This is an optimization exercise on Yosys and OpenROAD, whose aim is small area, not a production implementation.

Setup of TR:
==> flow/design.v <==
module jexb_crc_upd (
    input  wire [15:0] crc,
    input  wire [7:0]  data,
    output wire [15:0] crc_next
);
    wire [7:0]  d1 = data ^ crc[7:0];
    wire [7:0]  d2 = d1 ^ {d1[3:0], 4'b0000};
    wire [15:0] t1 = {d2, crc[15:8]};
    wire [15:0] t2 = {12'h000, d2[7:4]};
    wire [15:0] t3 = {5'b00000, d2, 3'b000};
    assign crc_next = t1 ^ t2 ^ t3;
endmodule
module jexb_fa #(
    parameter [7:0] START_MARKER = 8'h3E,
    parameter [7:0] RC_TYPE      = 8'h31
) (
    input  wire        clk,
    input  wire        rst,
    input  wire        rx_valid,
    input  wire [7:0]  rx_data,
    input  wire [1:0]  c_op,
    input  wire [7:0]  c_idx,
    input  wire [15:0] c_mid,
    output wire        c_ready,
    output wire        c_fs_clear,
    output wire        c_baud_toggle,
    output wire [15:0] c_val,
    output wire [4:0]  nchan
);
    localparam integer CAP       = 70;
    localparam integer NCHAN     = 16;
    localparam [10:0]  JUNK_BASE = 11'd23;    
    assign nchan = NCHAN[4:0];
    reg [7:0]  hi_q [0:NCHAN-1];    
    reg [7:2]  lo_q [0:NCHAN-1];    
    reg [6:0]  pos_q;               
    reg [6:0]  len_q;               
    reg [15:0] crc_q;               
    reg        done_q;
    reg        baudok_q;
    reg [10:0] junk_q;              
    reg        ready_q;
    reg        toggle_q;
    reg        rd_q;                
    reg        md_q;                
    reg [3:0]  idx_q;
    reg [15:0] mid_q;
    wire        begun     = |pos_q;
    wire        is_marker = (rx_data == START_MARKER);
    wire        store     = rx_valid && (begun || is_marker);
    wire        junk_byte = rx_valid && !begun && !is_marker;
    wire [6:0]  p_next    = pos_q + 7'd1;
    wire [15:0] crc_out;
    jexb_crc_upd u_crc (
        .crc      (begun ? crc_q : 16'h0000),
        .data     (rx_data),
        .crc_next (crc_out)
    );
    wire at_len     = (pos_q == 7'd2);
    wire abort_len  = at_len && ((rx_data > CAP) || (rx_data < 8'd3));
    wire abort_type = (pos_q == 7'd4) && (rx_data != RC_TYPE);
    wire hit_len    = at_len ? (rx_data == 8'd3) :
                      ((pos_q > 7'd2) && (p_next == len_q));
    wire complete   = store && !abort_len && !abort_type && hit_len;
    wire crc_ok     = (crc_out == 16'h0000);
    wire good       = complete && crc_ok;
    wire bad        = complete && !crc_ok;
    wire stay       = store && !abort_len && !abort_type && !hit_len;
    wire        junk_over = junk_q[10];
    wire [10:0] junk_sum  = junk_q + (bad ? {4'd0, p_next} : 11'd1);
    wire [10:0] junk_rx   = (!junk_over && (junk_byte || bad)) ? junk_sum : junk_q;
    wire done_rx   = good ? 1'b1 : ((store && !begun) ? 1'b0 : done_q);
    wire baudok_rx = baudok_q || good;
    wire is_poll = (c_op == 2'b01);
    wire is_rdch = (c_op == 2'b10);
    wire toggle  = is_poll && !baudok_rx && junk_rx[10];
    wire use_mid = (c_idx[7:4] != 4'd0) || !baudok_rx;
    wire [7:0] wdata = rst ? 8'h00 : rx_data;
    integer i;
    always @(posedge clk) begin
        for (i = 0; i < NCHAN; i = i + 1) begin
            if (rst || (store && pos_q == 6 + 2 * i))
                lo_q[i] <= wdata[7:2];
            if (rst || (store && pos_q == 7 + 2 * i))
                hi_q[i] <= wdata;
        end
    end
    always @(posedge clk) begin
        if (at_len)
            len_q <= rx_data[6:0];
        if (store)
            crc_q <= crc_out;
        idx_q <= c_idx[3:0];
        mid_q <= c_mid;
    end
    always @(posedge clk) begin
        if (rst) begin
            pos_q    <= 7'd0;
            done_q   <= 1'b0;
            baudok_q <= 1'b0;
            junk_q   <= JUNK_BASE;
            ready_q  <= 1'b0;
            toggle_q <= 1'b0;
            rd_q     <= 1'b0;
            md_q     <= 1'b0;
        end else begin
            if (toggle || (store && !stay))
                pos_q <= 7'd0;
            else if (store)
                pos_q <= p_next;
            done_q   <= is_poll ? 1'b0 : done_rx;
            baudok_q <= baudok_rx;
            junk_q   <= toggle ? JUNK_BASE : junk_rx;
            ready_q  <= is_poll && done_rx;
            toggle_q <= toggle;
            rd_q     <= is_rdch && !use_mid;
            md_q     <= is_rdch && use_mid;
        end
    end
    assign c_ready       = ready_q;
    assign c_fs_clear    = ready_q;
    assign c_baud_toggle = toggle_q;
    reg [7:0] hi_sel;
    reg [7:2] lo_sel;
    integer k;
    always @* begin
        hi_sel = 8'd0;
        lo_sel = 6'd0;
        for (k = 0; k < NCHAN; k = k + 1) begin
            hi_sel = hi_sel | (hi_q[k] & {8{idx_q == k}});
            lo_sel = lo_sel | (lo_q[k] & {6{idx_q == k}});
        end
    end
    wire [13:0] chval = {1'b0, hi_sel, lo_sel[7:3]} + {13'd0, lo_sel[2]};
    assign c_val = (md_q ? mid_q : 16'd0) | (rd_q ? {2'b00, chval} : 16'd0);
endmodule
export LEC_CHECK = 0
export ABC_AREA = 1
export CAP_MARGIN = 20
export CORE_MARGIN = 2
export CORE_UTILIZATION = 65
export PLACE_DENSITY = 0.75
export SLEW_MARGIN = 20
create_clock -name core_clock -period 10.0 [get_ports {clk}]
standard.sh (not shown) runs the stock make flow with config.mk's settings and CLKGATE_MAP_FILE= SYNTH_SCRIPT=/design/flow/synth_recipe.tcl, a recipe that flattens the netlist after the stock synthesis.
==> flow/flow/run.sh <==
#!/bin/bash
# Own layout flow: the standard flow, with
#  - synthesis: abc maps for area (flow/abc_area.script) instead of ORFS's
#    area script, which buffers and upsizes for a delay target;
#  - port buffers: the smallest buffer (buf_1) instead of clkdlybuf4s50_1;
#  - CTS: no dummy loads, clkbuf_8 buffers driving clusters of up to 20 sinks.
set -euo pipefail
WORK=$(pwd)
export FLOW_WORK=$WORK
export AREA_ABC_SCRIPT=$WORK/flow/abc_area.script
sed "s#SYNTH_SCRIPT=[^ ]*#SYNTH_SCRIPT=$WORK/flow/synth.tcl#" standard.sh > own_standard.sh
bash own_standard.sh synth > synth.log 2>&1
export BUFFER_PORTS_ARGS="-buffer_cell sky130_fd_sc_hd__buf_1"
export CTS_ARGS="-sink_clustering_enable -repair_clock_nets -dont_use_dummy_load -buf_list sky130_fd_sc_hd__clkbuf_8 -sink_clustering_size 20 -sink_clustering_max_diameter 60"
bash standard.sh > layout.log 2>&1
==> flow/flow/abc_area.script <==
strash
&get -n
&dch -f
&nf -R 1000
&put
strash
&get -n
&dch -f
&nf -R 1000
&put
topo
==> flow/flow/synth.tcl <==
# The standard flow's synthesis (synth_recipe.tcl) with abc's script replaced by an
# area-oriented one. Registers are mapped before abc runs, so they are the
# same as the standard synthesis gives.
proc abc {args} {
  set i [lsearch -exact $args -script]
  if { $i >= 0 } {
    lset args [expr { $i + 1 }] $::env(AREA_ABC_SCRIPT)
  }
  yosys abc {*}$args
}
source $::env(FLOW_WORK)/synth_recipe.tcl
> inputs changed (TR -> MS)
Settings: CORE_UTILIZATION now 40, was 65; PLACE_DENSITY no longer set, was 0.75.
[summary]
Going from TR to MS, number of non-clock buffers in the layout grows by 8. After detailed routing, TR needs less wire than MS. Between TR and MS, the flow reports cell area after layout increasing by a few percent. Diff MS and TR: total of fill cells in the finished design higher in MS. Between MS and TR, the final worst slack is lower for MS. Sort MS and TR by share of cell area taken by flip-flops and latches, descending, and TR comes first.
Function was not checked in any run of this note: the RTL went through the layout flow alone.

==> separate check: timing with driven ports <==
How much do the figures lean on ideal ports? The routed layouts below were timed once more, with nothing changed but the port constraints.
Step 1 (the two cells are an assumption about what drives the block):
set clk [get_ports {clk}]
set_driving_cell -lib_cell sky130_fd_sc_hd__clkbuf_16 $clk
set_driving_cell -lib_cell sky130_fd_sc_hd__buf_2 [delete_from_list [all_inputs] $clk]
Step 2 adds t to the input delays and takes it off the output delays; t is the mean of the earliest and latest rising clock arrival at the registers after step 1. Input paths then give back, and output paths get back, about the clock's delay inside the block.
Three values: ideal, step 1, step 2; two values: the first two.
| run | t (ns) | setup slack, ns | clock arrival spread, ns | worst slew at a driven data input, ns |
|---|---|---|---|---|
| TR | 0.565 | 3.548 / 3.505 / 3.665 | 0.032 / 0.033 | 0.04 |
| MS | 0.601 | 3.406 / 3.361 / 3.453 | 0.117 / 0.117 | 0.04 |
After both steps setup and hold are still met in every run listed.
